From an optimization exercise on the open Yosys and OpenROAD flow, aimed at small area; shortcuts taken in it are not production practice.
RTL that was checked went through simulation tests only; none was proved equivalent to the original.
The RTL of runs 4 and 5 was laid out without a check of its function.
Power and IR drop assume default switching activity.

File: flow/flow/run.sh
#!/bin/bash
# The standard layout (standard.sh), changed in three ways:
#  - synthesis maps the logic with an area-oriented ABC script
#    (flow/abc_area.scr) instead of ORFS's speed script; everything else in
#    the synthesis (synth_recipe.tcl, ORFS synth.tcl) is unchanged, so the
#    registers keep their names and cell types;
#  - the port buffers are the smallest buffer cell (buf_1);
#  - the clock tree uses clkbuf_4 leaves without dummy loads.
set -euo pipefail
here=$(pwd)
abc_scr=$here/flow/abc_area.scr
sed "s|log_cmd abc {\*}\$abc_args|log_cmd abc -script $abc_scr {*}[lrange \$abc_args 2 end]|" \
    "$FLOW_HOME/scripts/synth.tcl" > "$here/synth_area.tcl"
grep -q "abc -script $abc_scr" "$here/synth_area.tcl"
sed "s|source \$::env(SCRIPTS_DIR)/synth.tcl|source $here/synth_area.tcl|" \
    "$here/synth_recipe.tcl" > "$here/synth_recipe_area.tcl"
grep -q "source $here/synth_area.tcl" "$here/synth_recipe_area.tcl"
sed "s|SYNTH_SCRIPT=[^ ]*|SYNTH_SCRIPT=$here/synth_recipe_area.tcl|" \
    "$here/standard.sh" > "$here/standard_area.sh"
grep -q "SYNTH_SCRIPT=$here/synth_recipe_area.tcl" "$here/standard_area.sh"
export BUFFER_PORTS_ARGS="-buffer_cell sky130_fd_sc_hd__buf_1"
export CTS_ARGS="-sink_clustering_enable -repair_clock_nets -buf_list sky130_fd_sc_hd__clkbuf_4 -root_buf sky130_fd_sc_hd__clkbuf_8 -dont_use_dummy_load -sink_clustering_size 10 -sink_clustering_max_diameter 50"
bash "$here/standard_area.sh" > "$here/standard.log" 2>&1
File: flow/flow/abc_area.scr
strash
&get -n
&deepsyn -T 30
&put
dch -f
amap
File: flow/standard.sh
#!/bin/bash
# synth_recipe.tcl (not shown) runs the flow's synth.tcl, then flattens the netlist and writes it again
# the make line also repeats each setting of config.mk as NAME=value (left out here)
make -C /OpenROAD-flow-scripts/flow DESIGN_CONFIG=/design/flow/config.mk WORK_HOME=/design/flow/orfs CLKGATE_MAP_FILE= SYNTH_SCRIPT=/design/flow/synth_recipe.tcl "${@:-finish}"
File: flow/config.mk
export PLATFORM = sky130hd
export DESIGN_NAME = linkcore_dp
export DESIGN_NICKNAME = linkcore_dp
export VERILOG_FILES = /design/flow/design.v
export SDC_FILE = /design/flow/constraint.sdc
export NUM_CORES = 4
export LEC_CHECK = 0
export CAP_MARGIN = 20
export CORE_MARGIN = 2
export CORE_UTILIZATION = 40
export SLEW_MARGIN = 20
File: flow/constraint.sdc
create_clock -name core_clock -period 10.0 [get_ports {clk}]
set_input_delay 2.0000 -clock core_clock [delete_from_list [all_inputs] [get_ports {clk}]]
set_output_delay 2.0000 -clock core_clock [all_outputs]
set_load 0.01 [all_outputs]
File: flow/design.v
module linkcore_dp (
    input  wire        clk,
    input  wire        rst,         
    input  wire        op_valid,
    output wire        op_ready,
    input  wire [7:0]  op_code,
    input  wire [31:0] op_a,
    input  wire [31:0] op_b,
    output reg         res_valid,
    output reg         res_err,
    output wire [31:0] res_data,
    output wire [31:0] key,
    output wire [31:0] csum,
    output wire [31:0] localkey,
    output wire [31:0] remotekey,
    output wire [31:0] err
);
    localparam OP_NOP        = 4'h0;
    localparam OP_CSUM_INIT  = 4'h1;
    localparam OP_CSUM_FOLD  = 4'h2;
    localparam OP_CSUM_FINAL = 4'h3;
    localparam OP_KDF        = 4'h4;
    localparam OP_RKEY       = 4'h5;
    localparam OP_KSEED      = 4'h6;
    localparam OP_KADV       = 4'h7;
    localparam OP_MASK       = 4'h8;
    localparam OP_CRYPT      = 4'h9;
    localparam OP_RESV       = 4'hA;    
    localparam OP_PAYW       = 4'hB;
    localparam OP_SEAL       = 4'hC;
    localparam OP_MISAL      = 4'hD;    
    localparam [31:0] CSUM_SEED      = 32'h0000_15A0;
    localparam [31:0] MASK_CONST     = 32'h2079_6220;
    localparam [31:0] REMOTE_KEY_XOR = 32'h6F64_6573;
    localparam [31:0] KDF_C0         = 32'h4B61_7761;
    localparam [31:0] KDF_C1         = 32'h7365_646F;
    localparam M_CLR  = 2'd0;
    localparam M_IDLE = 2'd1;
    localparam M_PRE  = 2'd2;
    localparam M_POST = 2'd3;
    reg [31:0] K, C, R, O, S;
    reg [15:0] L;               
    reg [15:0] T;
    reg [4:0]  p;
    reg [1:0]  mode;
    reg [2:0]  pass;
    reg        predone;
    reg [3:0]  opl;
    reg        cy, seen;        
    reg        c1, c2;          
    reg        kc;              
    reg        e4, e6, e8, l1, l2, l3;
    assign key       = K;
    assign csum      = C;
    wire       lv   = L[15];
    wire       ln8  = L[1];
    wire [6:0] lnh  = {~L[6], ~L[5], L[4], L[3], L[2] ^ L[1], L[1], ~L[0]};    
    wire       ln14 = L[7] ^ ~L[1];
    wire [7:0] ls8  = {1'b0, lnh} + 8'h38 + {7'd0, ln14};
    wire [31:0] lcx = ln8 ? KDF_C1 : KDF_C0;
    wire [7:0] llo  = {1'b1, ls8[6:0]} ^ lcx[7:0];
    assign localkey  = {L[15:8], lv, L[6:0],
                        lv, lv, 1'b0, L[1], lv, lv, lv & ~L[1], L[7],
                        llo & {8{lv}}};
    assign remotekey = R;
    assign res_data  = O;
    assign err       = {8'd0, 4'd0, l3, l2, l1, (e4 | e6 | e8), 6'd0, 1'b0, e8, 1'b0, e6, 1'b0, e4, 4'd0};
    function pge(input [4:0] n, input [4:0] ph);
        pge = (32'hFFFF_FFFF << n) >> ph;
    endfunction
    localparam [31:0] PLE6   = 32'h0000_007F;
    localparam [31:0] P16_22 = 32'h007F_0000;
    localparam [31:0] P24_30 = 32'h7F00_0000;
    wire p0    = (p == 5'd0);
    wire p31   = (p == 5'd31);
    wire plo   = ~p[4];         
    assign op_ready = (mode == M_IDLE) && p0 && (!op_valid || predone);
    wire accept = op_ready && op_valid;
    wire [3:0] pc  = op_code[3:0];
    wire a_t = op_a[p];
    wire b_t = op_b[p];
    wire pc_kdf  = (pc == OP_KDF);
    wire pc_rkey = (pc == OP_RKEY);
    wire pc_seal = (pc == OP_SEAL);
    wire pc_msk  = (pc == OP_MASK) || (pc == OP_CRYPT) || (pc == OP_PAYW) || pc_seal;
    wire pc_fold = (pc == OP_CSUM_FOLD) || (pc == OP_PAYW);
    wire pc_tld  = (pc == OP_CSUM_FINAL) || pc_seal;
    wire x_t   = pc_seal ? b_t : a_t;
    wire kbit  = pc_kdf ? (p == 5'd9) : (p == 5'd25);
    wire cin   = (pc_msk || pc_kdf) && (kbit || (cy && !p0));
    wire z_t   = x_t ^ cin;
    wire sn    = seen && !p0;
    wire w_t   = z_t ^ sn;                         
    wire unit  = pc_msk  ? (w_t ^ MASK_CONST[p]) :
                 pc_kdf  ? z_t :
                 pc_rkey ? (a_t ^ REMOTE_KEY_XOR[p]) : 1'b0;
    wire cseal = C[0] | (~plo & T[0]);             
    wire d_t   = pc_seal ? cseal : (pc_msk ? b_t : 1'b0);
    wire s_pre = d_t ^ unit;
    wire fw_t  = (pc == OP_PAYW) ? b_t : a_t;
    wire fb    = T[0] ^ C[0] ^ fw_t;
    wire n8    = op_a[11] ^ ~(op_a[9] | op_a[10]);    
    wire mult = (opl == OP_KADV) || (opl == OP_CRYPT) || (opl == OP_PAYW) || (opl == OP_SEAL);
    wire in_post = (mode == M_POST);
    wire last = in_post && (pass == 3'd6);
    reg        n1, n2;
    reg        g1, g2;
    reg        tp1, tp2;
    always @(*) begin
        case (pass)
            3'd1:    begin n1 = 1'b1; g1 = pge(5'd2, p);  tp1 = K[30]; n2 = 1'b0; g2 = pge(5'd4, p);  tp2 = K[28]; end
            3'd2:    begin n1 = 1'b0; g1 = pge(5'd6, p);  tp1 = K[26]; n2 = 1'b0; g2 = pge(5'd8, p);  tp2 = K[24]; end
            3'd3:    begin n1 = 1'b1; g1 = pge(5'd13, p); tp1 = K[19]; n2 = 1'b1; g2 = pge(5'd15, p); tp2 = K[17]; end
            3'd4:    begin n1 = 1'b1; g1 = pge(5'd19, p); tp1 = K[13]; n2 = 1'b1; g2 = pge(5'd23, p); tp2 = K[9];  end
            3'd5:    begin n1 = 1'b0; g1 = pge(5'd25, p); tp1 = K[7];  n2 = 1'b1; g2 = pge(5'd29, p); tp2 = K[3];  end
            default: begin n1 = 1'b1; g1 = 1'b1;         tp1 = K[0];  n2 = 1'b0; g2 = 1'b0;          tp2 = 1'b0;  end
        endcase
    end
    wire t1 = n1 ^ (g1 & tp1);
    wire t2 = n2 ^ (g2 & tp2);
    wire i1 = n1;
    wire i2 = n2 | last;
    wire acc = O[0] & (pass != 3'd1);
    wire c1e = p0 ? i1 : c1;
    wire c2e = p0 ? i2 : c2;
    wire sum1 = acc ^ t1 ^ c1e;
    wire co1  = (acc & t1) | (acc & c1e) | (t1 & c1e);
    wire sum2 = sum1 ^ t2 ^ c2e;
    wire co2  = (sum1 & t2) | (sum1 & c2e) | (t2 & c2e);
    wire y_t  = sum2 ^ ((pass == 3'd1) & p31 & K[1]);     
    wire kn   = S[10];                                    
    wire kk   = (p == 5'd0) ? S[17] : ((p == 5'd3) || (p == 5'd4) || (p == 5'd5));
    wire kce  = kc && !p0;
    wire ks   = kn ^ kk ^ kce;
    wire kco  = (kn & kk) | (kn & kce) | (kk & kce);
    reg  vb;
    always @(*) begin
        if (PLE6[p])          vb = ks;
        else if (p == 5'd8)   vb = S[9];                  
        else if (P16_22[p])   vb = S[26];    
        else if (P24_30[p])   vb = S[11];    
        else                  vb = (32'h8080_B880 >> p) & 1'b1;
    end
    wire kdf_t = vb ^ (T[0] ? KDF_C1[p] : KDF_C0[p]);
    wire er_res = (opl == OP_RESV);
    wire er_mis = (opl == OP_MISAL);
    wire er_win = (opl == OP_KDF) && cy;
    wire er_any = er_res | er_mis | er_win;
    wire clr = (mode == M_CLR);
    wire pre = (mode == M_PRE);
    wire seed_t = CSUM_SEED[p];
    wire knew = mult ? y_t : K[0];
    reg hK, hC, hL, hR, hO;
    always @(*) begin
        hK = K[0]; hC = C[0]; hL = L[0]; hR = R[0]; hO = O[0];
        if (clr) begin
            hK = 1'b0; hC = seed_t; hL = 1'b0; hR = 1'b0; hO = 1'b0;
        end else if (in_post && pass != 3'd0 && pass != 3'd6) begin
            if (mult) hO = y_t;
        end else if (last) begin
            case (opl)
                OP_CSUM_INIT:  begin hC = seed_t; hO = seed_t; end
                OP_CSUM_FOLD:  begin hC = plo & T[0]; hO = plo & T[0]; end
                OP_CSUM_FINAL: begin hC = cseal; hO = cseal; end
                OP_KDF:        if (!cy) begin
                                   hO = kdf_t;
                                   if (p == 5'd23)  hL = S[26] ^ ~T[0];    
                                   else if (p[4])   hL = kdf_t;
                               end
                OP_RKEY:       begin hR = S[0]; hO = S[0]; end
                OP_KSEED:      begin hK = R[0]; hO = R[0]; end
                OP_KADV, OP_MASK, OP_CRYPT:
                               begin hK = knew; hO = knew ^ S[0]; end
                OP_PAYW:       begin hK = knew; hO = knew ^ S[0]; hC = plo & T[0]; end
                OP_SEAL:       begin hK = knew; hO = knew ^ S[0]; hC = cseal; end
                default: ;
            endcase
        end
    end
    wire hS = pre ? s_pre : S[0];
    wire tfold = pre && pc_fold;
    reg  hT;
    always @(*) begin
        if (pre) begin
            if (pc_fold)      hT = fb;
            else if (pc_tld)  hT = plo ? a_t : T[0];
            else if (pc_kdf)  hT = n8;
            else              hT = 1'b0;
        end else if (in_post || (mode == M_IDLE && predone))
            hT = T[0];
        else
            hT = 1'b0;
    end
    wire [15:0] tpoly = tfold ? (16'hA1C1 & {16{fb}}) : 16'h0000;
    always @(posedge clk) begin
        K <= {hK, K[31:1]};
        C <= {hC, C[31:1]};
        L <= {hL, L[15:1]};
        R <= {hR, R[31:1]};
        O <= {hO, O[31:1]};
        S <= {hS, S[31:1]};
        T <= {hT, T[15:1] ^ tpoly[14:0]};
    end
    always @(posedge clk) begin
        if (pre) begin
            cy   <= cin & (x_t ^ pc_kdf);
            seen <= sn | z_t;
        end
        c1 <= co1;
        c2 <= co2;
        kc <= kco;
    end
    always @(posedge clk) begin
        if (rst) begin
            p         <= 5'd0;
            mode      <= M_CLR;
            pass      <= 3'd0;
            predone   <= 1'b0;
            res_valid <= 1'b0;
            res_err   <= 1'b0;
            e4 <= 1'b0; e6 <= 1'b0; e8 <= 1'b0;
            l1 <= 1'b0; l2 <= 1'b0; l3 <= 1'b0;
        end else begin
            p         <= p + 5'd1;
            res_valid <= 1'b0;
            res_err   <= 1'b0;
            if (!op_valid || accept) predone <= 1'b0;
            case (mode)
                M_CLR:  if (p31) mode <= M_IDLE;
                M_IDLE: begin
                    if (accept) begin
                        mode <= M_POST;
                        pass <= 3'd0;
                        opl  <= (op_code[7:4] != 4'h0 || pc == 4'hA || pc == 4'hD ||
                                 pc == 4'hE || pc == 4'hF) ? OP_RESV :
                                (pc == OP_PAYW && op_a[1:0] != 2'b00) ? OP_MISAL : pc;
                    end else if (p31 && op_valid && !predone) begin
                        mode    <= M_PRE;
                        predone <= 1'b1;
                    end
                end
                M_PRE:  if (p31) mode <= M_IDLE;
                M_POST: if (p31) begin
                    pass <= pass + 3'd1;
                    if (pass == 3'd6) begin
                        mode      <= M_IDLE;
                        res_valid <= 1'b1;
                        res_err   <= er_any;
                        if (er_res) begin e6 <= 1'b1; l1 <= 1'b1; l2 <= 1'b1; l3 <= 1'b0; end
                        if (er_mis) begin e8 <= 1'b1; l1 <= 1'b0; l2 <= 1'b0; l3 <= 1'b1; end
                        if (er_win) begin e4 <= 1'b1; l1 <= 1'b0; l2 <= 1'b1; l3 <= 1'b0; end
                    end
                end
            endcase
        end
    end
endmodule
==> results of run 1 <==
## where the power goes
part	switching (uW)	internal, uW	leakage, uW	total [uW]
Sequential	4.84	888	0.00178	892
Clock	261	139	0.000132	400
Combinational	62.7	36.3	0.00117	99.0
## final cells by class
| type | instances | area [sq um] |
|---|---|---|
| fill | 1708 | 9041 |
| sequential | 220 | 4464 |
| multi-input combinational | 395 | 2162 |
| timing repair buffer | 244 | 919.6 |
| tap | 225 | 281.5 |
| inverter | 71 | 266.5 |
| clock buffer | 27 | 221.5 |
## per-stage QoR
step	total power [uW]	cells	worst slack (ns)	hold WS, ns
floorplan	982.6	727	5.601	0.3096
global placement	1010	1155	5.326	0.3108
detailed placement	1011	1155	5.176	0.3121
CTS	1413	1182	4.754	0.3211
global route	1457	1182	4.485	0.3268
finish	1391	1182	4.724	0.3156
## Yosys cell counts (6+ instances only)
cell type / number
dfxtp_1: 214
edfxtp_1: 6
nor4_1: 9
nor2_1: 126
o21ai_0: 35
buf_4: 41
ha_1: 14
nor3_1: 11
a22o_1: 7
a222oi_1: 6
nand3_1: 8
o22ai_1: 10
a21oi_1: 36
clkinv_1: 71
nand2_1: 33
a211oi_1: 7
## critical path, delay by kind of cell, from the launching register on
family | cells | cell delay, ns
simple gates | 3 | 1.44
buf+inv | 3 | 0.84
flops | 1 | 0.47
## state kept, by name, summed over array words and instances, names as in the netlist, 2 cells and up
name,cells
L,16
S,32
T,16
mode,2
O,32
R,32
opl,4
K,32
C,32
pass,3
p,5
## layer usage
| metal | vias to the layer above | wire length [microns] | track usage (%) |
|---|---|---|---|
| li1 | 2853 | - | - |
| met1 | 2647 | 8027 | 25.07 |
| met2 | 230 | 7838 | 27.20 |
| met3 | 33 | 1328 | 4.378 |
| met4 | 0 | 340 | 4.811 |
| met5 | - | 0 | 0 |
## worst paths after layout
kind	cells after the start	to	slack, ns	startpoint
max	6	op_ready	4.72	p[4]$_SDFF_PP0_
min	0	S[27]$_DFF_P_	0.32	S[28]$_DFF_P_
max reg2reg	18	O[31]$_SDFF_PN0_	5.33	p[0]$_SDFF_PP0_
min reg2reg	0	S[27]$_DFF_P_	0.32	S[28]$_DFF_P_
## cells by family (layout without fill, tap and decap cells)
kind of cell	Yosys count	in the layout
DFF	220	220
AOI/OAI and AO/OA	144	144
buffers and inverters	112	342
and+or+nand+nor	208	208
adders and majority gates	17	17
other	1	26
==> results.ini, run 1 <==
[critical_path]
cp.arrival_ns=3.28
crit_path_start_kind=flop
critical_path.slowest_cell=nor2_1
cp_max_fo=11
critPathCaptureType=output pin
worstPathRequired_ns=8.00
slowest_delay_ns=0.62
critPathKind=flop to output pin
crit_chain=nor2_1 > clkinv_1 > nor2_1 > clkinv_1 > nor3_1 > buf_1

[global_route]
grt_overflow=0
grt_max_degree=18
grt_pass1_vias=5131
grt_pass1_wl_mm=26.52
antenna_found_initial=0
grt_util_all_layers_pct=17.78

[synth]
avgSynthCellArea_sq_um=10.12
yosys_warnings=1
synth_xor_area_share_pct=0
yosysTopAreaCell=dfxtp_1
ys_seq_area_share_pct=62.82
async_flop_share_pct=0
synth_fa_ha_area_share_pct=3.310
yosysTopAreaCellShare_pct=60.28
synth-main-ff-cell=dfxtp_1
synth-simple-area-share_pct=12.39
synth_top_family_by_area=compound AO/OA/AOI/OAI gates
synthTopCellsByArea=dfxtp_1, nor2_1, buf_4, clkinv_1, a21oi_1
ys_types=43
synth_edf_count=6
ys_ff_latch=220
synthesis.area_sq_mm=0.007107
synth_mux_area_share_pct=0
syn_inst=702
synth_compound_area_share_pct=13.35

[clock_tree]
cts-root-buf=clkbuf_8
path_clk_slew_ns=0.11
htree_levels=1
clock_path_buffers=3
cts_tree=done
cts-buffers-inserted=27
cts.sinks=220
postCtsSetupRepairBufs=0
postCtsHoldBufs=0
post_cts_resized=0
clkLatencyLatePin_ns=0.53

[routing]
drtIter0Drc=347
via_per_inst=4.876
firstDrtPassIters=5
drc=0
ant_nets=0
post_drt_wl_per_cell_microns=14.83
via_count=5763
drt-total-wl_mm=17.53

[final_layout]
antenna_cells=0
layout_commonest_cell=buf_1
drive_gt1_share_pct=2.926
stdcell_area_sq_mm=0.008315
final_util_pct=47.91
final_cell_mix=buf_1, dfxtp_1, nor2_1, clkinv_1, a21oi_1
fin_nets=1051
area_growth_pct=17.01

[floorplan]
die-area_sq_mm=0.01885
core_sq_mm=0.01736
dieWidth_microns=137.3
die_h_microns=137.3
rows=48
start_util_pct=40.95
pin_count=270

[sta]
slew_headroom_pct=34.78
clock.fmax_mhz=189.5
post-route-min-period_ns=5.276
fin_tns_setup_ns=0
tightestPinTransition_ns=0.9747
grt_setup_unrepaired=no
fin_skew_ns=0.04253
setup_violations=0
drv_slew=0
hold_viol_final=0
finalCritPeriodShare_pct=52.76

[pwr]
power_density_mw_per_mm2=167.3
ir_drop_mv=0.08609
p_leak_uw=0.003082

[placement]
io_buffers=243
gp_congestion=0.8859
dp_hpwl_mm=13.47
post_dp_cell_area_sq_mm=0.008094

[status]
outcome=complete, no violations

[hold_path]
hold_path.class=flop to flop

[run]
drv_cap=0

==> run 2, diff against run 1 <==
--- a/flow/flow/run.sh
+++ b/flow/flow/run.sh
@@ -2,5 +2,6 @@
 # The standard layout (standard.sh), changed in three ways:
 #  - synthesis maps the logic with an area-oriented ABC script
-#    (flow/abc_area.scr) instead of ORFS's speed script; everything else in
+#    (flow/abc_area.scr) instead of ORFS's speed script, and leaves adders to
+#    ABC (ADDER_MAP_FILE empty) instead of mapping them first; the rest of
 #    the synthesis (synth_recipe.tcl, ORFS synth.tcl) is unchanged, so the
 #    registers keep their names and cell types;
@@ -16,5 +17,5 @@
     "$here/synth_recipe.tcl" > "$here/synth_recipe_area.tcl"
 grep -q "source $here/synth_area.tcl" "$here/synth_recipe_area.tcl"
-sed "s|SYNTH_SCRIPT=[^ ]*|SYNTH_SCRIPT=$here/synth_recipe_area.tcl|" \
+sed "s|SYNTH_SCRIPT=[^ ]*|SYNTH_SCRIPT=$here/synth_recipe_area.tcl ADDER_MAP_FILE=|" \
     "$here/standard.sh" > "$here/standard_area.sh"
 grep -q "SYNTH_SCRIPT=$here/synth_recipe_area.tcl" "$here/standard_area.sh"
==> run 2 against run 1 <==
Sequential share of layout area rose by 1.8 points. Largest cell class unchanged. Maximum frequency rose by 7.0%. Combinational power fell by 4.9%. Via count fell by 3.8%. Still clean on timing, DRC and antenna. Count of clock-buffer cells in the layout did not move. Cell count fell by 3.4%. Highest routed layer unchanged. Largest power group unchanged.
==> results.ini, run 2 <==
[status]
outcome=complete, no violations

[routing]
drt-total-wl_mm=16.89  ; -3.7%
via_per_inst=4.856  ; -0.41%
post_drt_wl_per_cell_microns=14.79  ; -0.30%
drtIter0Drc=263  ; -24%
firstDrtPassIters=5  ; unchanged
via_count=5545  ; -3.8%
ant_nets=0  ; unchanged
drc=0  ; unchanged

[synth]
synth_edf_count=6  ; unchanged
avgSynthCellArea_sq_um=10.26  ; +1.4%
syn_inst=665  ; -5.3%
async_flop_share_pct=0  ; unchanged
yosysTopAreaCellShare_pct=62.78  ; +2.5 points
synth_common_cells=dfxtp_1, nor2_1, clkinv_1, nand2_1, buf_4
synth-main-ff-cell=dfxtp_1
yosysTopAreaCell=dfxtp_1
ys_seq_area_share_pct=65.42  ; +2.6 points
ys_ff_latch=220  ; unchanged
synth.most_common_cell=dfxtp_1
yosys_warnings=1  ; unchanged
synthesis.area_sq_mm=0.006824  ; -4.0%
ys_types=42  ; -2.3%
synthTopCellsByArea=dfxtp_1, nor2_1, buf_4, edfxtp_1, clkinv_1

[clock_tree]
cts-root-buf=clkbuf_8
postCtsSetupRepairBufs=0  ; unchanged
clkLatencyLatePin_ns=0.53  ; about the same
postCtsHoldBufs=0  ; unchanged
htree_levels=1  ; unchanged
cts-buffers-inserted=27  ; unchanged
path_clk_slew_ns=0.11  ; about the same
cts_tree=done
cts.sinks=220  ; unchanged
post_cts_resized=0  ; unchanged
clock_path_buffers=3  ; unchanged

[sta]
grt_setup_unrepaired=no
fin_skew_ns=0.03585  ; -0.006685 ns
timing.hold.ws_ns=0.2994  ; -0.01619 ns
setup_violations=0  ; unchanged
hold_viol_final=0  ; unchanged
fin_tns_setup_ns=0  ; unchanged
post-route-min-period_ns=4.930  ; -0.3464 ns
drv_slew=0  ; unchanged
slew_headroom_pct=42.53  ; +7.8 points
clock.fmax_mhz=202.8  ; +7.0%
tightestPinTransition_ns=0.8620  ; -0.1127 ns
finalCritPeriodShare_pct=49.30  ; -3.5 points

[global_route]
grt_pass1_vias=5175  ; +0.86%
grt_pass1_wl_mm=26.30  ; -0.83%
grt_max_degree=20  ; +2
grt_util_met3_pct=3.679  ; -0.70 points
grt_util_met2_pct=29.56  ; +2.4 points
grt_overflow=0  ; unchanged
use_met1_pct=24.01  ; -1.1 points
top_usage_layer=met2
grt_util_all_layers_pct=18.00  ; +0.22 points
antenna_found_initial=0  ; unchanged

[floorplan]
die_h_microns=134.6  ; -2.0%
dieWidth_microns=134.6  ; -2.0%
rows=47  ; -2.1%
die-area_sq_mm=0.01812  ; -3.9%
core_sq_mm=0.01664  ; -4.1%
pin_count=270  ; unchanged
start_util_pct=41.00  ; +0.059 points

[pwr]
ir_drop_mv=0.08184  ; -4.9%
p_int_uw=1062  ; about the same
p_seq_share_pct=64.5  ; +0.4 points
power_frac_comb_pct=6.8  ; -0.3 points
p_switching_uw=327.5  ; -0.37%
p_leak_uw=0.002948  ; -4.4%
swShare_pct=23.57  ; -0.056 points
clkPwrFrac_pct=28.8  ; about the same
power_density_mw_per_mm2=172.8  ; +3.3%

[hold_path]
hp-start=S[27]$_DFF_P_
hold_path.class=flop to flop

[final_layout]
fin_nets=999  ; -4.9%
layout.cells.non_filler=1142  ; -3.4%
layout_commonest_cell=buf_1
fillers=1641  ; -3.9%
final_cell_mix=buf_1, dfxtp_1, nor2_1, clkinv_1, nand2_1
area_growth_pct=17.80
drive_gt1_share_pct=3.254  ; +0.33 points
antenna_cells=0  ; unchanged

[critical_path]
crit_start=p[3]$_SDFF_PP0_
cp.arrival_ns=2.93  ; -0.35 ns
worstPathRequired_ns=8.00  ; about the same
cp_max_fo=9  ; -2
r2r_start=p[3]$_SDFF_PP0_
critPathCaptureType=output pin
critPathKind=flop to output pin
crit_path_start_kind=flop

[placement]
post-place-cells=1114  ; -3.5%
io_buffers=243  ; unchanged
dp_hpwl_mm=12.91  ; -4.2%
gp_congestion=0.8702  ; -1.8%

[run]
drv_cap=0  ; unchanged

==> run 2: final cells by class <==
cell class	instances	area, sq um	share of cell area [%]
well taps	220	275.3	3.424
multi-input cells	382	1969	24.50
repair buffers	246	932.1	11.60
flip-flops and latches	220	4464	55.53
clock buffers	27	221.5	2.755
inverters	47	176.4	2.195
==> run 2: critical path: stages (launching register included) <==
cell      delay [ns]
dfxtp_1         0.43
nor2_1          0.47
nand2_1         0.19
nor2_1          0.35
clkinv_1        0.34
nor3_1          0.41
buf_1           0.21
==> run 2: kinds of logic (layout without fill, tap and decap cells) <==
| family | Yosys count | in the layout | share of synthesized area (%) |
|---|---|---|---|
| AOI/OAI and AO/OA | 134 | 134 | 13.31 |
| DFF | 220 | 220 | 65.42 |
| other | 1 | 26 | 0.05495 |
| and+or+nand+nor | 221 | 221 | 13.99 |
| xor gates and xnor gates | 1 | 1 | 0.1284 |
| buffers and inverters | 88 | 320 | 7.096 |
==> run 2: final timing paths <==
kind / to / slack, ns / depth (start not counted)
min reg2reg: S[26]$_DFF_P_ / 0.30 / 0
min: S[26]$_DFF_P_ / 0.30 / 0
max: op_ready / 5.07 / 6
max reg2reg: O[31]$_SDFF_PN0_ / 5.99 / 18
==> run 2: routing by layer <==
| metal | wire (microns) | up-vias |
|---|---|---|
| li1 | - | 2761 |
| met1 | 7542 | 2485 |
| met2 | 7722 | 271 |
| met3 | 1215 | 28 |
| met4 | 408 | 0 |
| met5 | 0 | - |
==> run 2: stage by stage <==
step	power (uW)	instance area [sq um]	util (%)	worst slack (ns)
global route	1460	8039	48.30	4.838
detailed placement	1009	7812	46.94	5.204
finish	1389	8039	48.30	5.070
CTS	1410	8034	48.27	5.069
global placement	1008	7812	46.94	5.203
floorplan	981.4	6918	-	5.611
==> run 2: power by group through the flow <==
stage	sequential [uW]	clock [uW]	combinational, uW
floorplan	917	0	64.3
global placement	916	0	92.5
detailed placement	917	0	92.6
CTS	896	421	93.0
global route	898	456	106
finish	896	400	94.1
==> run 3, diff against run 2 <==
--- a/flow/design.v
+++ b/flow/design.v
@@ -8,5 +8,5 @@
     input  wire [31:0] op_b,
     output reg         res_valid,
-    output reg         res_err,
+    output wire        res_err,
     output wire [31:0] res_data,
     output wire [31:0] key,
@@ -103,23 +103,29 @@
     wire mult = (opl == OP_KADV) || (opl == OP_CRYPT) || (opl == OP_PAYW) || (opl == OP_SEAL);
     wire in_post = (mode == M_POST);
-    wire last = in_post && (pass == 3'd6);
-    reg        n1, n2;
+    wire last = in_post && (pass == 3'd5);
+    reg        na, n1, n2;
     reg        g1, g2;
-    reg        tp1, tp2;
+    reg        ta, tp1, tp2;
     always @(*) begin
         case (pass)
-            3'd1:    begin n1 = 1'b1; g1 = pge(5'd2, p);  tp1 = K[30]; n2 = 1'b0; g2 = pge(5'd4, p);  tp2 = K[28]; end
-            3'd2:    begin n1 = 1'b0; g1 = pge(5'd6, p);  tp1 = K[26]; n2 = 1'b0; g2 = pge(5'd8, p);  tp2 = K[24]; end
-            3'd3:    begin n1 = 1'b1; g1 = pge(5'd13, p); tp1 = K[19]; n2 = 1'b1; g2 = pge(5'd15, p); tp2 = K[17]; end
-            3'd4:    begin n1 = 1'b1; g1 = pge(5'd19, p); tp1 = K[13]; n2 = 1'b1; g2 = pge(5'd23, p); tp2 = K[9];  end
-            3'd5:    begin n1 = 1'b0; g1 = pge(5'd25, p); tp1 = K[7];  n2 = 1'b1; g2 = pge(5'd29, p); tp2 = K[3];  end
-            default: begin n1 = 1'b1; g1 = 1'b1;         tp1 = K[0];  n2 = 1'b0; g2 = 1'b0;          tp2 = 1'b0;  end
+            3'd1:    begin na = 1'b0; ta = K[0];
+                           n1 = 1'b0; g1 = pge(5'd13, p); tp1 = K[19];
+                           n2 = 1'b0; g2 = pge(5'd16, p); tp2 = K[16]; end
+            3'd2:    begin na = 1'b1; ta = O[0];
+                           n1 = 1'b1; g1 = pge(5'd2, p);  tp1 = O[30];
+                           n2 = 1'b0; g2 = pge(5'd4, p);  tp2 = O[28]; end
+            3'd3:    begin na = 1'b0; ta = K[0];
+                           n1 = 1'b0; g1 = pge(5'd6, p);  tp1 = O[26];
+                           n2 = 1'b0; g2 = pge(5'd8, p);  tp2 = O[24]; end
+            default: begin na = 1'b0; ta = K[0];
+                           n1 = 1'b1; g1 = pge(5'd16, p); tp1 = O[16];
+                           n2 = 1'b0; g2 = pge(5'd18, p); tp2 = O[14]; end
         endcase
     end
+    wire acc = na ^ ta;
     wire t1 = n1 ^ (g1 & tp1);
     wire t2 = n2 ^ (g2 & tp2);
-    wire i1 = n1;
-    wire i2 = n2 | last;
-    wire acc = O[0] & (pass != 3'd1);
+    wire i1 = na | n1;                  
+    wire i2 = na | (pass == 3'd4);      
     wire c1e = p0 ? i1 : c1;
     wire c2e = p0 ? i2 : c2;
@@ -128,5 +134,5 @@
     wire sum2 = sum1 ^ t2 ^ c2e;
     wire co2  = (sum1 & t2) | (sum1 & c2e) | (t2 & c2e);
-    wire y_t  = sum2 ^ ((pass == 3'd1) & p31 & K[1]);     
+    wire y_t  = sum2;
     wire kn   = S[10];                                    
     wire kk   = (p == 5'd0) ? S[17] : ((p == 5'd3) || (p == 5'd4) || (p == 5'd5));
@@ -147,35 +153,35 @@
     wire er_win = (opl == OP_KDF) && cy;
     wire er_any = er_res | er_mis | er_win;
+    assign res_err = er_any;       
     wire clr = (mode == M_CLR);
     wire pre = (mode == M_PRE);
     wire seed_t = CSUM_SEED[p];
-    wire knew = mult ? y_t : K[0];
-    reg hK, hC, hL, hR, hO;
-    always @(*) begin
-        hK = K[0]; hC = C[0]; hL = L[0]; hR = R[0]; hO = O[0];
-        if (clr) begin
-            hK = 1'b0; hC = seed_t; hL = 1'b0; hR = 1'b0; hO = 1'b0;
-        end else if (in_post && pass != 3'd0 && pass != 3'd6) begin
-            if (mult) hO = y_t;
-        end else if (last) begin
-            case (opl)
-                OP_CSUM_INIT:  begin hC = seed_t; hO = seed_t; end
-                OP_CSUM_FOLD:  begin hC = plo & T[0]; hO = plo & T[0]; end
-                OP_CSUM_FINAL: begin hC = cseal; hO = cseal; end
-                OP_KDF:        if (!cy) begin
-                                   hO = kdf_t;
-                                   if (p == 5'd23)  hL = S[26] ^ ~T[0];    
-                                   else if (p[4])   hL = kdf_t;
-                               end
-                OP_RKEY:       begin hR = S[0]; hO = S[0]; end
-                OP_KSEED:      begin hK = R[0]; hO = R[0]; end
-                OP_KADV, OP_MASK, OP_CRYPT:
-                               begin hK = knew; hO = knew ^ S[0]; end
-                OP_PAYW:       begin hK = knew; hO = knew ^ S[0]; hC = plo & T[0]; end
-                OP_SEAL:       begin hK = knew; hO = knew ^ S[0]; hC = cseal; end
-                default: ;
-            endcase
-        end
-    end
+    wire o_init = (opl == OP_CSUM_INIT);
+    wire o_cfold = (opl == OP_CSUM_FOLD) || (opl == OP_PAYW);     
+    wire o_cor   = (opl == OP_CSUM_FINAL) || (opl == OP_SEAL);    
+    wire o_cgrp  = o_init || (opl == OP_CSUM_FOLD) || (opl == OP_CSUM_FINAL);    
+    wire o_kdf   = (opl == OP_KDF) && !cy;
+    wire o_rkey  = (opl == OP_RKEY);
+    wire o_kseed = (opl == OP_KSEED);
+    wire o_kgrp  = o_kseed || (opl == OP_KADV) || (opl == OP_MASK) || (opl == OP_CRYPT) ||
+                   (opl == OP_PAYW) || (opl == OP_SEAL);                        
+    wire mulk = in_post && mult && (pass == 3'd2 || pass == 3'd3 || pass == 3'd4);
+    wire mulo = in_post && mult && (pass == 3'd1);
+    wire hK = clr ? 1'b0 :
+              (last && o_kseed) ? R[0] :
+              mulk ? y_t : K[0];
+    wire hC = (clr || (last && o_init)) ? seed_t :
+              ((~(last && o_cfold) & C[0]) |
+               (last & ((o_cfold & plo) | (o_cor & ~plo)) & T[0]));
+    wire hR = clr ? 1'b0 : (last && o_rkey) ? S[0] : R[0];
+    wire hL = clr ? 1'b0 :
+              (last && o_kdf && p[4]) ? ((p == 5'd23) ? (S[26] ^ ~T[0]) : kdf_t) : L[0];
+    wire hO = clr ? 1'b0 :
+              mulo ? y_t :
+              !last ? O[0] :
+              o_cgrp ? hC :
+              o_kdf  ? kdf_t :
+              o_rkey ? S[0] :
+              o_kgrp ? (hK ^ S[0]) : O[0];
     wire hS = pre ? s_pre : S[0];
     wire tfold = pre && pc_fold;
@@ -218,5 +224,4 @@
             predone   <= 1'b0;
             res_valid <= 1'b0;
-            res_err   <= 1'b0;
             e4 <= 1'b0; e6 <= 1'b0; e8 <= 1'b0;
             l1 <= 1'b0; l2 <= 1'b0; l3 <= 1'b0;
@@ -224,5 +229,4 @@
             p         <= p + 5'd1;
             res_valid <= 1'b0;
-            res_err   <= 1'b0;
             if (!op_valid || accept) predone <= 1'b0;
             case (mode)
@@ -243,8 +247,7 @@
                 M_POST: if (p31) begin
                     pass <= pass + 3'd1;
-                    if (pass == 3'd6) begin
+                    if (pass == 3'd5) begin
                         mode      <= M_IDLE;
                         res_valid <= 1'b1;
-                        res_err   <= er_any;
                         if (er_res) begin e6 <= 1'b1; l1 <= 1'b1; l2 <= 1'b1; l3 <= 1'b0; end
                         if (er_mis) begin e8 <= 1'b1; l1 <= 1'b0; l2 <= 1'b0; l3 <= 1'b1; end
==> run 3 against run 2 <==
Still clean. Sequential share of layout area grew 0.55 points. Non-clock buffer count is 1 lower. Worst setup slack worse by 0.13 ns. Via count shrank 2.0%. Wire length is 5.8% lower. Worst hold slack got worse by 0.012 ns. Maximum frequency fell by 2.5%. Cell count decreased by 0.96%. Critical endpoint unchanged. Largest cell class unchanged. Largest power group unchanged.
==> results.ini, run 3 <==
[status]
outcome=complete, no violations

[floorplan]
pin_count=270  ; unchanged
rows=47  ; unchanged
die_h_microns=133.6  ; -0.79%
die-area_sq_mm=0.01784  ; -1.6%
dieWidth_microns=133.6  ; -0.79%
start_util_pct=40.78  ; -0.23 points
core_sq_mm=0.01647  ; -1.1%

[sta]
fin_tns_setup_ns=0  ; unchanged
setup_slack_ns=4.943  ; -0.1275 ns
post-route-min-period_ns=5.057  ; +0.1275 ns
grt_setup_unrepaired=no
finalCritPeriodShare_pct=50.57  ; +1.3 points
slew_headroom_pct=52.22  ; +9.7 points
drv_slew=0  ; unchanged
hold_viol_final=0  ; unchanged
clock.fmax_mhz=197.7  ; -2.5%
fin_skew_ns=0.04487  ; +0.009021 ns
setup_violations=0  ; unchanged
tightestPinTransition_ns=0.7167  ; -0.1453 ns

[clock_tree]
postCtsHoldBufs=0  ; unchanged
cts.sinks=219  ; -0.45%
path_clk_slew_ns=0.10  ; about the same
cts-buffers-inserted=27  ; unchanged
clock_path_buffers=3  ; unchanged
post_cts_resized=0  ; unchanged
cts_tree=done
clkLatencyLatePin_ns=0.52  ; about the same
postCtsSetupRepairBufs=0  ; unchanged
cts-root-buf=clkbuf_8
htree_levels=1  ; unchanged

[final_layout]
fillers=1616  ; -1.5%
antenna_cells=0  ; unchanged
stdcell_area_sq_mm=0.007924  ; -1.4%
fin_nets=988  ; -1.1%
area_growth_pct=18.02
drive_gt1_share_pct=3.183  ; -0.070 points
layout_commonest_cell=buf_1
final_util_pct=48.12  ; -0.18 points
final_cell_mix=buf_1, dfxtp_1, nor2_1, clkinv_1, o21ai_0

[synth]
synth_edf_count=6  ; unchanged
synthTopCellsByArea=dfxtp_1, nor2_1, buf_4, clkinv_1, edfxtp_1
synth_compound_area_share_pct=13.06  ; -0.25 points
yosysTopAreaCellShare_pct=63.51  ; +0.73 points
yosysTopAreaCell=dfxtp_1
syn_inst=655  ; -1.5%
ys_ff_latch=219  ; -0.45%
yosys_warnings=1  ; unchanged
avgSynthCellArea_sq_um=10.25  ; -0.11%
ys_types=42  ; unchanged
synth_common_cells=dfxtp_1, nor2_1, clkinv_1
synth_top_family_by_area=compound AO/OA/AOI/OAI gates
synth_mux_area_share_pct=0  ; unchanged
synth_fa_ha_area_share_pct=0  ; unchanged
synth-main-ff-cell=dfxtp_1
ys_seq_area_share_pct=66.19  ; +0.77 points
async_flop_share_pct=0  ; unchanged
synth-simple-area-share_pct=12.69  ; -1.3 points
synth.most_common_cell=dfxtp_1
synthesis.area_sq_mm=0.006714  ; -1.6%
synth_xor_area_share_pct=0  ; -0.13 points

[pwr]
p_switching_uw=322.8  ; -1.4%
p_leak_uw=0.002854  ; -3.2%
power_frac_comb_pct=7.2  ; +0.4 points
ir_drop_mv=0.08551  ; +4.5%
swShare_pct=23.35  ; -0.22 points
clkPwrFrac_pct=28.4  ; -0.4 points
p_seq_share_pct=64.4  ; about the same
p_int_uw=1060  ; -0.22%
power_density_mw_per_mm2=174.5  ; +0.94%

[critical_path]
critical_path.slowest_cell=clkinv_1
cp_max_fo=15  ; +6
r2r.worst_path.cells=22  ; +4
r2r-end=O[31]$_SDFF_PN0_
critPathKind=flop to output pin
reg2reg_slack_ns=5.56  ; -0.43 ns
crit_chain=nor2_1 > clkinv_1 > nor3_1 > buf_4 > clkinv_1 > nor3_1 > buf_1
r2r_start=p[1]$_SDFF_PP0_
slowest_delay_ns=0.48  ; about the same
critPathCaptureType=output pin
crit_start=p[1]$_SDFF_PP0_
cp.arrival_ns=3.06  ; +0.13 ns
worstPathRequired_ns=8.00  ; about the same
crit_path_start_kind=flop

[global_route]
grt_pass1_vias=5021  ; -3.0%
grt_overflow=0  ; unchanged
grt_pass1_wl_mm=24.98  ; -5.0%
antenna_found_initial=0  ; unchanged
grt_util_all_layers_pct=17.29  ; -0.71 points
grt_max_degree=17  ; -15%

[hold_path]
hold_path.class=flop to flop
hold-path-cell-count=0  ; unchanged
holdPathEnd=S[12]$_DFF_P_
hp-start=S[13]$_DFF_P_

[placement]
gp_congestion=0.8913  ; +2.4%
pre_cts_ws_ns=5.207  ; +0.002110 ns
dp_hpwl_mm=12.12  ; -6.1%
io_buffers=243  ; unchanged
post_dp_cell_area_sq_mm=0.007702  ; -1.4%

[routing]
drt-total-wl_mm=15.90  ; -5.8%
met2WireLength_mm=6.778  ; -12%
firstDrtPassIters=5  ; unchanged
top_layer_used=met4
met3RoutedLength_mm=1.456  ; +20%
drc=0  ; unchanged
drtIter0Drc=314  ; +19%
via_count=5434  ; -2.0%
ant_nets=0  ; unchanged
post_drt_wl_per_cell_microns=14.06  ; -4.9%
drt-met1-wl_mm=7.327  ; -2.9%
via_per_inst=4.805  ; -1.0%

[run]
drv_cap=0  ; unchanged

-- run 3: cell families after synthesis --
logic type / Yosys count
other: 1
AOI/OAI and AO/OA: 136
buffers and inverters: 102
and+or+nand+nor: 197
DFF: 219
-- run 3: per-stage QoR --
| stage | hold slack (ns) | total power (uW) | instances |
|---|---|---|---|
| 6_report | 0.2871 | 1382 | 1131 |
| 5_1_grt | 0.2935 | 1453 | 1131 |
| 4_1_cts | 0.2902 | 1402 | 1131 |
| 3_5_place_dp | 0.3121 | 1008 | 1104 |
| 3_3_place_gp | 0.3105 | 1009 | 1104 |
| 2_1_floorplan | 0.3096 | 981.8 | 680 |
-- run 3: final cells by class --
type,instances,area (sq um),share of cell area [%]
repair buffers,245,927.1,11.70
well taps,220,275.3,3.474
inverters,61,229.0,2.890
multi-input cells,359,1827,23.05
flip-flops and latches,219,4444,56.09
clock buffers,27,221.5,2.795
-- run 3: layer usage --
| layer | vias to the layer above | track usage [%] |
|---|---|---|
| met2 | 270 | 26.12 |
| met5 | - | 0 |
| met1 | 2415 | 24.47 |
| met3 | 30 | 4.148 |
| met4 | 0 | 5.615 |
| li1 | 2719 | - |
-- run 3: worst max path at each step --
stage	to	slack (ns)	depth (start not counted)
floorplan	op_ready	5.55	3
finish	op_ready	4.94	7
global placement	T[6]$_DFF_P_	5.34	11
global route	op_ready	4.60	7
CTS	op_ready	4.92	7
detailed placement	T[7]$_DFF_P_	5.21	11
-- run 3: power groups by stage --
stage	Combinational [uW]	Clock, uW	Sequential (uW)
after floorplan	69.9	0	912
after global placement	97.9	0	911
after global routing	113	447	892
final	99.0	393	891
after detailed placement	97.3	0	911
after CTS	98.1	413	891
-- run 3: critical path, delay by kind of cell, from the launching register on --
family / cells / cell delay [ns]
flip-flops: 1 / 0.39
buffers and inverters: 4 / 1.02
AND/OR/NAND/NOR: 3 / 1.14
==> run 4, diff against run 3 <==
--- a/flow/design.v
+++ b/flow/design.v
@@ -47,8 +47,8 @@
     reg        predone;
     reg [3:0]  opl;
-    reg        cy, seen;        
+    reg        cy;              
+    reg        seen;            
     reg        c1, c2;          
-    reg        kc;              
-    reg        e4, e6, e8, l1, l2, l3;
+    reg        e4, e6, e8, l1, l2;    
     assign key       = K;
     assign csum      = C;
@@ -65,5 +65,5 @@
     assign remotekey = R;
     assign res_data  = O;
-    assign err       = {8'd0, 4'd0, l3, l2, l1, (e4 | e6 | e8), 6'd0, 1'b0, e8, 1'b0, e6, 1'b0, e4, 4'd0};
+    assign err       = {8'd0, 4'd0, eany & ~l2, l2, l1, eany, 6'd0, 1'b0, e8, 1'b0, e6, 1'b0, e4, 4'd0};
     function pge(input [4:0] n, input [4:0] ph);
         pge = (32'hFFFF_FFFF << n) >> ph;
@@ -72,4 +72,5 @@
     localparam [31:0] P16_22 = 32'h007F_0000;
     localparam [31:0] P24_30 = 32'h7F00_0000;
+    wire eany  = e4 | e6 | e8;
     wire p0    = (p == 5'd0);
     wire p31   = (p == 5'd31);
@@ -137,5 +138,5 @@
     wire kn   = S[10];                                    
     wire kk   = (p == 5'd0) ? S[17] : ((p == 5'd3) || (p == 5'd4) || (p == 5'd5));
-    wire kce  = kc && !p0;
+    wire kce  = seen && !p0;
     wire ks   = kn ^ kk ^ kce;
     wire kco  = (kn & kk) | (kn & kce) | (kk & kce);
@@ -212,8 +213,9 @@
             cy   <= cin & (x_t ^ pc_kdf);
             seen <= sn | z_t;
+        end else begin
+            seen <= kco;
         end
         c1 <= co1;
         c2 <= co2;
-        kc <= kco;
     end
     always @(posedge clk) begin
@@ -225,5 +227,5 @@
             res_valid <= 1'b0;
             e4 <= 1'b0; e6 <= 1'b0; e8 <= 1'b0;
-            l1 <= 1'b0; l2 <= 1'b0; l3 <= 1'b0;
+            l1 <= 1'b0; l2 <= 1'b0;
         end else begin
             p         <= p + 5'd1;
@@ -250,7 +252,7 @@
                         mode      <= M_IDLE;
                         res_valid <= 1'b1;
-                        if (er_res) begin e6 <= 1'b1; l1 <= 1'b1; l2 <= 1'b1; l3 <= 1'b0; end
-                        if (er_mis) begin e8 <= 1'b1; l1 <= 1'b0; l2 <= 1'b0; l3 <= 1'b1; end
-                        if (er_win) begin e4 <= 1'b1; l1 <= 1'b0; l2 <= 1'b1; l3 <= 1'b0; end
+                        if (er_res) begin e6 <= 1'b1; l1 <= 1'b1; l2 <= 1'b1; end
+                        if (er_mis) begin e8 <= 1'b1; l1 <= 1'b0; l2 <= 1'b0; end
+                        if (er_win) begin e4 <= 1'b1; l1 <= 1'b0; l2 <= 1'b1; end
                     end
                 end
==> run 4 against run 3 <==
Critical endpoint unchanged. Sequential cell count decreased by 2. Count of clock-buffer cells in the layout is 1 lower. Sequential power fell by 1%. Utilization fell by 0.091 points. Critical path type unchanged. Worst hold slack better by 0.033 ns. Total power is 2.0% lower. Via count is 0.18% higher. Combinational power decreased by 16%. Largest power group unchanged. Still clean on timing, DRC and antenna. Worst setup slack improved by 0.56 ns. Register-to-register slack improved by 0.16 ns. Highest routed layer unchanged. Clock power about the same. Clock skew shrank 0.020 ns.
==> results.ini, run 4 <==
[status]
outcome=complete, no violations

[global_route]
use_met1_pct=24.20  ; -0.27 points
grt_util_all_layers_pct=17.60  ; +0.31 points
antenna_found_initial=0  ; unchanged
grt_util_met3_pct=3.387  ; -0.76 points
grt_pass1_vias=4920  ; -2.0%
grt_util_met2_pct=28.32  ; +2.2 points
grt_max_degree=21  ; +4
top_usage_layer=met2
grt_overflow=0  ; unchanged
grt_pass1_wl_mm=25.13  ; +0.60%

[clock_tree]
cts-buffers-inserted=26  ; -3.7%
cts.sinks=217  ; -0.91%
postCtsHoldBufs=0  ; unchanged
cts_tree=done
cts-root-buf=clkbuf_8
clkLatencyLatePin_ns=0.52  ; about the same
post_cts_resized=0  ; unchanged
path_clk_slew_ns=0.11  ; about the same
htree_levels=1  ; unchanged
postCtsSetupRepairBufs=0  ; unchanged
clock_path_buffers=3  ; unchanged

[sta]
fin_tns_setup_ns=0  ; unchanged
setup_slack_ns=5.504  ; +0.5618 ns
slew_headroom_pct=32.26  ; -20 points
drv_slew=0  ; unchanged
fin_skew_ns=0.02515  ; -0.01972 ns
clock.fmax_mhz=222.4  ; +12%
setup_violations=0  ; unchanged
hold_viol_final=0  ; unchanged
finalCritPeriodShare_pct=44.96  ; -5.6 points
tightestPinTransition_ns=1.012  ; +0.2956 ns
grt_setup_unrepaired=no
post-route-min-period_ns=4.496  ; -0.5618 ns

[placement]
io_buffers=243  ; unchanged
dp_hpwl_mm=12.38  ; +2.2%
gp_congestion=0.8569  ; -3.9%
pre_cts_ws_ns=5.382  ; +0.1754 ns

[routing]
drc=0  ; unchanged
drt-total-wl_mm=16.47  ; +3.6%
firstDrtPassIters=7  ; +2
drtIter0Drc=357  ; +14%
ant_nets=0  ; unchanged
post_drt_wl_per_cell_microns=14.74  ; +4.9%
via_count=5444  ; +0.18%
via_per_inst=4.874  ; +1.4%

[final_layout]
drive_gt1_share_pct=3.456  ; +0.27 points
fin_nets=974  ; -1.4%
antenna_cells=0  ; unchanged
final_cell_mix=buf_1, dfxtp_1, nor2_1, clkinv_1, nand2_1
area_growth_pct=18.33
layout_commonest_cell=buf_1

[floorplan]
pin_count=270  ; unchanged
start_util_pct=40.59  ; -0.18 points
dieWidth_microns=133.3  ; -0.22%
die-area_sq_mm=0.01776  ; -0.43%
rows=47  ; unchanged
die_h_microns=133.3  ; -0.22%
core_sq_mm=0.01647  ; unchanged

[pwr]
power_density_mw_per_mm2=171.2  ; -1.8%
p_total_uw=1354  ; -2.0%
ir_drop_mv=0.09039  ; +5.7%
p_leak_uw=0.002944  ; +3.2%

[critical_path]
critPathCaptureType=output pin
critPathKind=flop to output pin
worstPathRequired_ns=8.00  ; about the same
crit_path_start_kind=flop
cp_max_fo=15  ; unchanged
cp.arrival_ns=2.50  ; -0.56 ns

[synth]
ys_ff_latch=217  ; -0.91%
synth_xor_area_share_pct=0.1310  ; +0.13 points
synth_top_family_by_area=compound AO/OA/AOI/OAI gates
synth-simple-area-share_pct=12.35  ; -0.34 points
yosysTopAreaCellShare_pct=63.50  ; about the same
ys_types=41  ; -2.4%
yosysTopAreaCell=dfxtp_1
synth.most_common_cell=dfxtp_1
synth_compound_area_share_pct=14.02  ; +0.96 points
synth-main-ff-cell=dfxtp_1
async_flop_share_pct=0  ; unchanged
synth_fa_ha_area_share_pct=0  ; unchanged
yosys_warnings=1  ; unchanged
ys_seq_area_share_pct=65.74  ; -0.45 points
synth_edf_count=5  ; -1
synthesis.area_sq_mm=0.006684  ; -0.45%
synthTopCellsByArea=dfxtp_1, nor2_1, buf_4, clkinv_1, edfxtp_1
synth_common_cells=dfxtp_1, nor2_1, clkinv_1
syn_inst=639  ; -2.4%
avgSynthCellArea_sq_um=10.46  ; +2.0%
synth_mux_area_share_pct=0  ; unchanged

[run]
drv_cap=0  ; unchanged

[hold_path]
hold_path.class=flop to flop

[run 4: path summary, 6_finish.rpt]
path,startpoint,to,slack [ns],cells after the start
setup / recovery,p[4]$_SDFF_PP0_,op_ready,5.50,6
hold / removal,T[4]$_DFF_P_,T[3]$_DFF_P_,0.32,0
setup reg to reg,p[0]$_SDFF_PP0_,T[13]$_DFF_P_,5.72,14
hold reg to reg,T[4]$_DFF_P_,T[3]$_DFF_P_,0.32,0
[run 4: stage by stage]
step                      cells  utilization (%)  hold slack (ns)  instance area, sq um
final                      1117            48.03           0.3201                  7909
after global routing       1117            48.03           0.3297                  7909
after CTS                  1117            48.03           0.3170                  7909
after detailed placement   1091            46.73           0.3121                  7695
after global placement     1091            46.73           0.3096                  7695
after floorplan             664                -           0.3096                  6778
[run 4: area by class of cell]
| cell class | instances | area (sq um) |
|---|---|---|
| well taps | 220 | 275.3 |
| clock buffers | 26 | 214.0 |
| multi-input cells | 351 | 1869 |
| fillers | 1634 | 8557 |
| repair buffers | 248 | 949.7 |
| inverters | 55 | 206.4 |
| flip-flops and latches | 217 | 4394 |
[run 4: cell families after synthesis]
| group | count (synthesis) |
|---|---|
| other | 1 |
| AND/OR/NAND/NOR | 190 |
| buffers and inverters | 96 |
| AO/OA/AOI/OAI | 134 |
| XOR/XNOR | 1 |
| flip-flops | 217 |
[run 4: worst max-delay path: stages, from the launching register on]
cell and delay (ns):
dfxtp_1 0.53, nor2_1 0.55, nand3_1 0.19, clkinv_1 0.20, nand3_1 0.18, nor2_1 0.15
buf_1 0.17
[run 4: report_power, final]
| group | switching [uW] | internal, uW |
|---|---|---|
| Combinational | 52.2 | 30.7 |
| Clock | 259 | 134 |
| Sequential | 5.50 | 873 |
[run 4: layer usage]
layer | up-vias | share of wire, % | wire [microns]
li1 | 2674 | - | -
met1 | 2487 | 45 | 7493
met2 | 254 | 45 | 7369
met3 | 29 | 7.9 | 1298
met4 | 0 | 1.9 | 307
met5 | - | 0 | 0
==> run 5, diff against run 4 <==
--- a/flow/flow/run.sh
+++ b/flow/flow/run.sh
@@ -21,4 +21,4 @@
 grep -q "SYNTH_SCRIPT=$here/synth_recipe_area.tcl" "$here/standard_area.sh"
 export BUFFER_PORTS_ARGS="-buffer_cell sky130_fd_sc_hd__buf_1"
-export CTS_ARGS="-sink_clustering_enable -repair_clock_nets -buf_list sky130_fd_sc_hd__clkbuf_4 -root_buf sky130_fd_sc_hd__clkbuf_8 -dont_use_dummy_load -sink_clustering_size 10 -sink_clustering_max_diameter 50"
+export CTS_ARGS="-sink_clustering_enable -repair_clock_nets -buf_list sky130_fd_sc_hd__clkbuf_4 -root_buf sky130_fd_sc_hd__clkbuf_8 -dont_use_dummy_load -sink_clustering_size 11 -sink_clustering_max_diameter 50"
 bash "$here/standard_area.sh" > "$here/standard.log" 2>&1
==> run 5 against run 4 <==
Sequential power hardly changed. Highest routed layer unchanged. Worst hold slack worse by 0.035 ns. Maximum frequency is 0.30% lower. Count of clock-buffer cells in the layout stayed put. Largest power group unchanged. Sequential share of layout area stayed put. Still clean. Critical endpoint unchanged. Critical path type unchanged. Die area stayed put. Cell count stayed put. First-iteration DRC count is 0.56% higher.
==> results.ini, run 5 <==
[synth]
synth-simple-area-share_pct=12.35  ; unchanged
synth-main-ff-cell=dfxtp_1
synth_common_cells=dfxtp_1, nor2_1, clkinv_1
ys_seq_area_share_pct=65.74  ; unchanged
ys_types=41  ; unchanged
synthesis.area_sq_mm=0.006684  ; unchanged
yosysTopAreaCell=dfxtp_1
synth_mux_area_share_pct=0  ; unchanged
syn_inst=639  ; unchanged
synthTopCellsByArea=dfxtp_1, nor2_1, buf_4, clkinv_1, edfxtp_1
synth_fa_ha_area_share_pct=0  ; unchanged
async_flop_share_pct=0  ; unchanged
synth_top_family_by_area=compound AO/OA/AOI/OAI gates
ys_ff_latch=217  ; unchanged
synth_edf_count=5  ; unchanged
yosys_warnings=1  ; unchanged
synth_xor_area_share_pct=0.1310  ; unchanged
synth.most_common_cell=dfxtp_1
yosysTopAreaCellShare_pct=63.50  ; unchanged
avgSynthCellArea_sq_um=10.46  ; unchanged
synth_compound_area_share_pct=14.02  ; unchanged

[clock_tree]
clock_path_buffers=3  ; unchanged
postCtsHoldBufs=0  ; unchanged
clkLatencyLatePin_ns=0.54  ; +0.02 ns
cts_tree=done
postCtsSetupRepairBufs=0  ; unchanged
cts-root-buf=clkbuf_8
cts.sinks=217  ; unchanged
htree_levels=1  ; unchanged
post_cts_resized=0  ; unchanged
cts-buffers-inserted=26  ; unchanged
path_clk_slew_ns=0.11  ; about the same

[floorplan]
die-area_sq_mm=0.01776  ; unchanged
rows=47  ; unchanged
pin_count=270  ; unchanged
dieWidth_microns=133.3  ; unchanged
start_util_pct=40.59  ; unchanged
die_h_microns=133.3  ; unchanged
core_sq_mm=0.01647  ; unchanged

[sta]
hold_viol_final=0  ; unchanged
finalCritPeriodShare_pct=45.09  ; +0.14 points
grt_setup_unrepaired=no
fin_tns_setup_ns=0  ; unchanged
slew_headroom_pct=34.14  ; +1.9 points
post-route-min-period_ns=4.509  ; +0.01368 ns
tightestPinTransition_ns=0.9843  ; -0.02805 ns
setup_violations=0  ; unchanged
drv_slew=0  ; unchanged
fin_skew_ns=0.07770  ; +0.05255 ns
clock.fmax_mhz=221.8  ; -0.30%

[critical_path]
critPathKind=flop to output pin
critical_path.slowest_cell=nor2_1
worst-path-stages=6  ; unchanged
slowest_delay_ns=0.54  ; about the same
r2r-end=T[13]$_DFF_P_
cp.buffers_inverters=2  ; unchanged
critPathTopFamily=simple AND/OR/NAND/NOR gates
cp_max_fo=15  ; unchanged
r2r_start=p[0]$_SDFF_PP0_
r2r.worst_path.cells=14  ; unchanged
worstPathRequired_ns=8.00  ; about the same
crit_end=op_ready
reg2reg_slack_ns=5.72  ; about the same
crit_start=p[4]$_SDFF_PP0_
crit_path_start_kind=flop
crit_chain=nor2_1 > nand3_1 > clkinv_1 > nand3_1 > nor2_1 > buf_1
critPathCaptureType=output pin
cp.arrival_ns=2.51  ; about the same

[final_layout]
fin_nets=974  ; unchanged
area_growth_pct=18.33  ; unchanged
final_cell_mix=buf_1, dfxtp_1, nor2_1, clkinv_1, nand2_1
drive_gt1_share_pct=3.456  ; unchanged
antenna_cells=0  ; unchanged
layout_commonest_cell=buf_1

[routing]
post_drt_wl_per_cell_microns=14.77  ; +0.16%
drtIter0Drc=359  ; +0.56%
via_per_inst=4.855  ; -0.39%
drc=0  ; unchanged
drt-total-wl_mm=16.50  ; +0.16%
via_count=5423  ; -0.39%
firstDrtPassIters=5  ; -2
ant_nets=0  ; unchanged

[pwr]
power_density_mw_per_mm2=171.4  ; +0.10%
p_total_uw=1356  ; +0.10%
ir_drop_mv=0.1038  ; +15%
p_leak_uw=0.002944  ; unchanged

[hold_path]
hold_path.class=flop to flop

[global_route]
grt_overflow=0  ; unchanged
grt_util_all_layers_pct=17.65  ; +0.049 points
antenna_found_initial=0  ; unchanged
grt_pass1_wl_mm=25.07  ; -0.25%
grt_max_degree=21  ; unchanged
grt_pass1_vias=4858  ; -1.3%

[status]
outcome=complete, no violations

[run]
drv_cap=0  ; unchanged

[placement]
gp_congestion=0.8569  ; unchanged
dp_hpwl_mm=12.38  ; unchanged
io_buffers=243  ; unchanged

==> run 5: worst min path at each step <==
stage	to	slack, ns	cells past startpoint	start
after floorplan	S[0]$_DFF_P_	0.31	0	S[1]$_DFF_P_
after global placement	S[2]$_DFF_P_	0.31	0	S[3]$_DFF_P_
after detailed placement	T[3]$_DFF_P_	0.31	0	T[4]$_DFF_P_
after CTS	S[24]$_DFF_P_	0.29	0	S[25]$_DFF_P_
after global routing	S[24]$_DFF_P_	0.30	0	S[25]$_DFF_P_
final	S[24]$_DFF_P_	0.28	0	S[25]$_DFF_P_
==> run 5: stage by stage <==
stage | hold slack (ns) | util, % | worst slack [ns] | std cells | instance area [sq um]
2_1_floorplan | 0.3096 | - | 5.401 | 664 | 6778
3_3_place_gp | 0.3096 | 46.73 | 5.443 | 1091 | 7695
3_5_place_dp | 0.3121 | 46.73 | 5.382 | 1091 | 7695
4_1_cts | 0.2906 | 48.03 | 5.517 | 1117 | 7909
5_1_grt | 0.2979 | 48.03 | 5.276 | 1117 | 7909
6_report | 0.2849 | 48.03 | 5.491 | 1117 | 7909
==> run 5: routing by layer <==
layer  wire length, microns  global-route usage [%]  up-vias
met3                   1373                   3.805       31
met1                   7454                   24.40     2464
met4                    403                   5.083        0
met5                      0                       0        -
li1                       -                       -     2675
met2                   7264                   27.98      253
==> run 5: final cells by class <==
type | instances | area, sq um
Inverter | 55 | 206.4
Tap cell | 220 | 275.3
Clock buffer | 26 | 214.0
Multi-Input combinational cell | 351 | 1869
Timing Repair Buffer | 248 | 949.7
Fill cell | 1627 | 8557
Sequential cell | 217 | 4394
==> run 5: where the power goes <==
| group | leakage, uW | total (uW) | switching (uW) | internal [uW] |
|---|---|---|---|---|
| Clock | 0.000127 | 394 | 260 | 134 |
| Combinational | 0.00106 | 83.0 | 52.3 | 30.7 |
| Sequential | 0.00176 | 879 | 5.45 | 873 |
==> run 5: kinds of logic (layout without fill, tap and decap cells) <==
kind of cell	Yosys count	in the layout
other cells	1	26
flops	217	217
simple gates	190	190
compound gates	134	134
buf+inv	96	329
xor+xnor	1	1

-- static timing again, ports no longer ideal --
The results above use ideal ports. As a check the final layouts listed here were re-extracted and re-timed, cells and wires unchanged. Step 1, drivers: a clkbuf_16 drives clk and a buf_2 each remaining input, both assumed. Step 2 times the ports against the registers' clock, not the clock port: input delays grow and output delays shrink by t, the midpoint of the rising clock arrivals with the driver on. a / b / c = ideal ports / drivers / drivers and shift; a / b = the first two.
run	shift t [ns]	slack for setup (ns)	worst setup path after step 2	clock arrival spread, ns	worst register clock-pin slew, ns
run 1	0.544	4.724 / 4.685 / 5.140	input to register	0.043 / 0.043	0.11 / 0.11
run 2	0.548	5.070 / 5.031 / 5.251	input to output	0.036 / 0.036	0.11 / 0.11
run 3	0.533	4.943 / 4.906 / 5.117	input to register	0.046 / 0.046	0.10 / 0.10
run 4	0.544	5.504 / 5.467 / 5.316	input to register	0.026 / 0.025	0.11 / 0.11
run 5	0.542	5.491 / 5.452 / 5.294	input to register	0.078 / 0.077	0.12 / 0.12
After both steps setup and hold are still met in every run listed. For run 5, which loses most, drivers alone change the setup slack by -0.039 ns; drivers and shift together by -0.197 ns.
